Context: an optimization exercise on an open-source flow, tuned for small area. The choices shown serve that exercise and are no tape-out recipe. Function was checked by simulation only, so behaviour that the tests miss may differ from the original. No activity file was given, so power comes from the tool's default toggle rates.

## swx_top
module swx_top (
    input  wire        clk,
    input  wire        rst,
    input  wire        req_valid,
    input  wire [7:0]  req_data,
    output wire        req_ready,
    output wire        res_valid,
    output wire        res_ok,
    output wire [39:0] res_data,
    output wire        fault,
    output wire [2:0]  fault_code,
    output wire [7:0]  fault_info,
    output wire        bus_valid,
    output wire [7:0]  bus_data,
    output wire        bus_last,
    input  wire        bus_ready,
    input  wire [7:0]  bus_rdata,
    output reg         ce,
    output wire [2:0]  pstate,
    output wire        wait_valid,
    output wire [2:0]  wait_id,
    output wire [31:0] wait_us,
    input  wire        wait_ready,
    output wire        rxb_we,
    output wire [5:0]  rxb_addr,
    output wire [7:0]  rxb_wdata
);
    localparam [4:0] OP_READ_REG    = 5'h01;
    localparam [4:0] OP_WRITE_REG   = 5'h02;
    localparam [4:0] OP_READ_ADDR   = 5'h03;
    localparam [4:0] OP_WRITE_ADDR  = 5'h04;
    localparam [4:0] OP_ADDR_ENCODE = 5'h05;
    localparam [4:0] OP_ADDR_DECODE = 5'h06;
    localparam [4:0] OP_ADDR_PARSE  = 5'h07;
    localparam [4:0] OP_POWER_UP    = 5'h08;
    localparam [4:0] OP_POWER_DOWN  = 5'h09;
    localparam [4:0] OP_START_RADIO = 5'h0A;
    localparam [4:0] OP_STOP_RADIO  = 5'h0B;
    localparam [4:0] OP_START_RX    = 5'h0C;
    localparam [4:0] OP_STOP_RX     = 5'h0D;
    localparam [4:0] OP_RX_READY    = 5'h0E;
    localparam [4:0] OP_RX_DYN      = 5'h0F;
    localparam [4:0] OP_RX_FIXED    = 5'h10;
    localparam [4:0] OP_TX          = 5'h11;
    localparam [4:0] OP_FLUSH_TX    = 5'h12;
    localparam [4:0] OP_FLUSH_RX    = 5'h13;
    localparam [4:0] OP_INIT        = 5'h14;
    localparam [4:0] OP_RX_LOOP     = 5'h15;
    localparam [4:0] OP_SHUTDOWN    = 5'h16;
    localparam [4:0] OP_WAIT        = 5'h17;
    localparam [5:0] S_IDLE = 6'd0;
    localparam [5:0] S_DONE = 6'd1;
  ...
==> flow/config.mk <==
export PLATFORM = sky130hd
export DESIGN_NAME = swx_top
export DESIGN_NICKNAME = swx_top
export VERILOG_FILES = /design/flow/design.v
export SDC_FILE = /design/flow/constraint.sdc
export NUM_CORES = 4
export LEC_CHECK = 0
export ABC_AREA = 1
export CAP_MARGIN = 20
export CORE_MARGIN = 2
export CORE_UTILIZATION = 60
export CTS_BUF_LIST = sky130_fd_sc_hd__clkbuf_8
export SLEW_MARGIN = 20
==> flow/constraint.sdc <==
create_clock -name core_clock -period 10.0 [get_ports {clk}]
set_input_delay 2.0000 -clock core_clock [delete_from_list [all_inputs] [get_ports {clk}]]
set_output_delay 2.0000 -clock core_clock [all_outputs]
set_load 0.01 [all_outputs]
standard.sh (not shown) runs the stock make flow with config.mk's settings and CLKGATE_MAP_FILE= SYNTH_SCRIPT=/design/flow/synth_recipe.tcl, a recipe that flattens the netlist after the stock synthesis.
==> flow/flow/run.sh <==
#!/bin/bash
# Standard layout with two changes:
#  - synthesis is synth_recipe.tcl unchanged except that abc runs an area-oriented
#    script (flow/abc_area.script) instead of ORFS's delay-driven one; registers,
#    their names and cell types are untouched (abc sees only combinational logic);
#  - the port buffers that global placement inserts are the smallest buffer cell.
# Each step's output goes to its own log file in this folder.
set -euo pipefail
here=$PWD
{
  echo "proc abc {args} {"
  echo "  set i [lsearch -exact \$args -script]"
  echo "  if {\$i >= 0} { set args [lreplace \$args \$i [expr {\$i + 1}] -script $here/flow/abc_area.script] }"
  echo "  yosys abc {*}\$args"
  echo "}"
  cat synth_recipe.tcl
} > area_synth.tcl
bash standard.sh "SYNTH_SCRIPT=$here/area_synth.tcl" synth > synth.log 2>&1
bash standard.sh "SYNTH_SCRIPT=$here/area_synth.tcl" \
  "BUFFER_PORTS_ARGS=-buffer_cell sky130_fd_sc_hd__buf_1" finish > layout.log 2>&1
==> flow/flow/abc_area.script <==
strash
&get -n
&deepsyn -T 40
&put
dch -f
amap
topo
Then changed:
- CTS_BUF_LIST: sky130_fd_sc_hd__clkbuf_8 -> not set
- combinational power stays flat
- final cell count is unchanged
- sequential cell count does not change
- design area stays the same
- global-route usage stays the same
- utilization stays the same
- fmax stays the same
- die area stays the same
- wire length stays the same


Another version of the RTL of swx_top (not shown whole).
Size in the first run: roughly 880 cells after synthesis, about 72 flip-flops, roughly 140 I/O pins, about 6400 sq um of cells after synthesis.
Settings: LEC_CHECK=0, ABC_AREA=1, CAP_MARGIN=20, CORE_MARGIN=2, CORE_UTILIZATION=60, SLEW_MARGIN=20; clock period 10.0 ns.
==> flow/flow/run.sh <==
#!/bin/bash
# Standard layout with three changes:
#  - synthesis is synth_recipe.tcl unchanged except that abc runs an area-oriented
#    script (flow/abc_area.script) instead of ORFS's delay-driven one; registers,
#    their names and cell types are untouched (abc sees only combinational logic);
#  - the port buffers that global placement inserts are the smallest buffer cell;
#  - clock tree synthesis inserts no dummy loads.
# Each step's output goes to its own log file in this folder.
set -euo pipefail
here=$PWD
{
  echo "proc abc {args} {"
  echo "  set i [lsearch -exact \$args -script]"
  echo "  if {\$i >= 0} { set args [lreplace \$args \$i [expr {\$i + 1}] -script $here/flow/abc_area.script] }"
  echo "  yosys abc {*}\$args"
  echo "}"
  cat synth_recipe.tcl
} > area_synth.tcl
bash standard.sh "SYNTH_SCRIPT=$here/area_synth.tcl" synth > synth.log 2>&1
bash standard.sh "SYNTH_SCRIPT=$here/area_synth.tcl" \
  "BUFFER_PORTS_ARGS=-buffer_cell sky130_fd_sc_hd__buf_1" \
  "CTS_ARGS=-sink_clustering_enable -repair_clock_nets -buf_list sky130_fd_sc_hd__clkbuf_8 -dont_use_dummy_load" \
  finish > layout.log 2>&1
==> flow/flow/abc_area.script <==
strash
&get -n
&deepsyn -T 80
&put
dch -f
amap
topo
Then changed:
--- a/flow/flow/run.sh
+++ b/flow/flow/run.sh
@@ -2 +2 @@
-# Standard layout with three changes:
+# Standard layout with two changes:
@@ -6,2 +6 @@
-#  - the port buffers that global placement inserts are the smallest buffer cell;
-#  - clock tree synthesis inserts no dummy loads.
+#  - the port buffers that global placement inserts are the smallest buffer cell.
@@ -21,3 +20 @@
-  "BUFFER_PORTS_ARGS=-buffer_cell sky130_fd_sc_hd__buf_1" \
-  "CTS_ARGS=-sink_clustering_enable -repair_clock_nets -buf_list sky130_fd_sc_hd__clkbuf_8 -dont_use_dummy_load" \
-  finish > layout.log 2>&1
+  "BUFFER_PORTS_ARGS=-buffer_cell sky130_fd_sc_hd__buf_1" finish > layout.log 2>&1
Outcome: The new run completed without violations. Setup slack is better by 0.061 ns. Total power went up slightly. Wire length hardly moves.

-- afterwards: timing with drivers on the ports --
In the flow no input, the clock included, has a driving cell. The finished layouts below were timed again as built, in two steps.
Step 1 sets driving cells, clkbuf_16 on the clock port and buf_2 on the other inputs (assumed; they add their load-dependent delay and slew).
Step 2 moves the port delays by t, midway between the first and last clock arrival at a register: inputs arrive t later, outputs are due t later. That takes back most of the time a late clock gives input paths.
Slacks: ideal ports / drivers / drivers and shift; pairs: ideal ports / drivers.
| run | t, ns | slack for setup (ns) | clock arrival spread, ns | pins driven straight from the clock port |
|---|---|---|---|---|
| the first run of note 1 | 0.429 | 3.825 / 3.788 / 4.075 | 0.018 / 0.018 | 1 |
| the second run of note 1 | 0.429 | 3.825 / 3.788 / 4.075 | 0.018 / 0.018 | 1 |
| the first run of note 2 | 0.412 | 3.623 / 3.584 / 3.954 | 0.030 / 0.030 | 1 |
| the second run of note 2 | 0.426 | 3.684 / 3.644 / 3.724 | 0.018 / 0.018 | 1 |
After both steps every run listed still meets setup and hold.
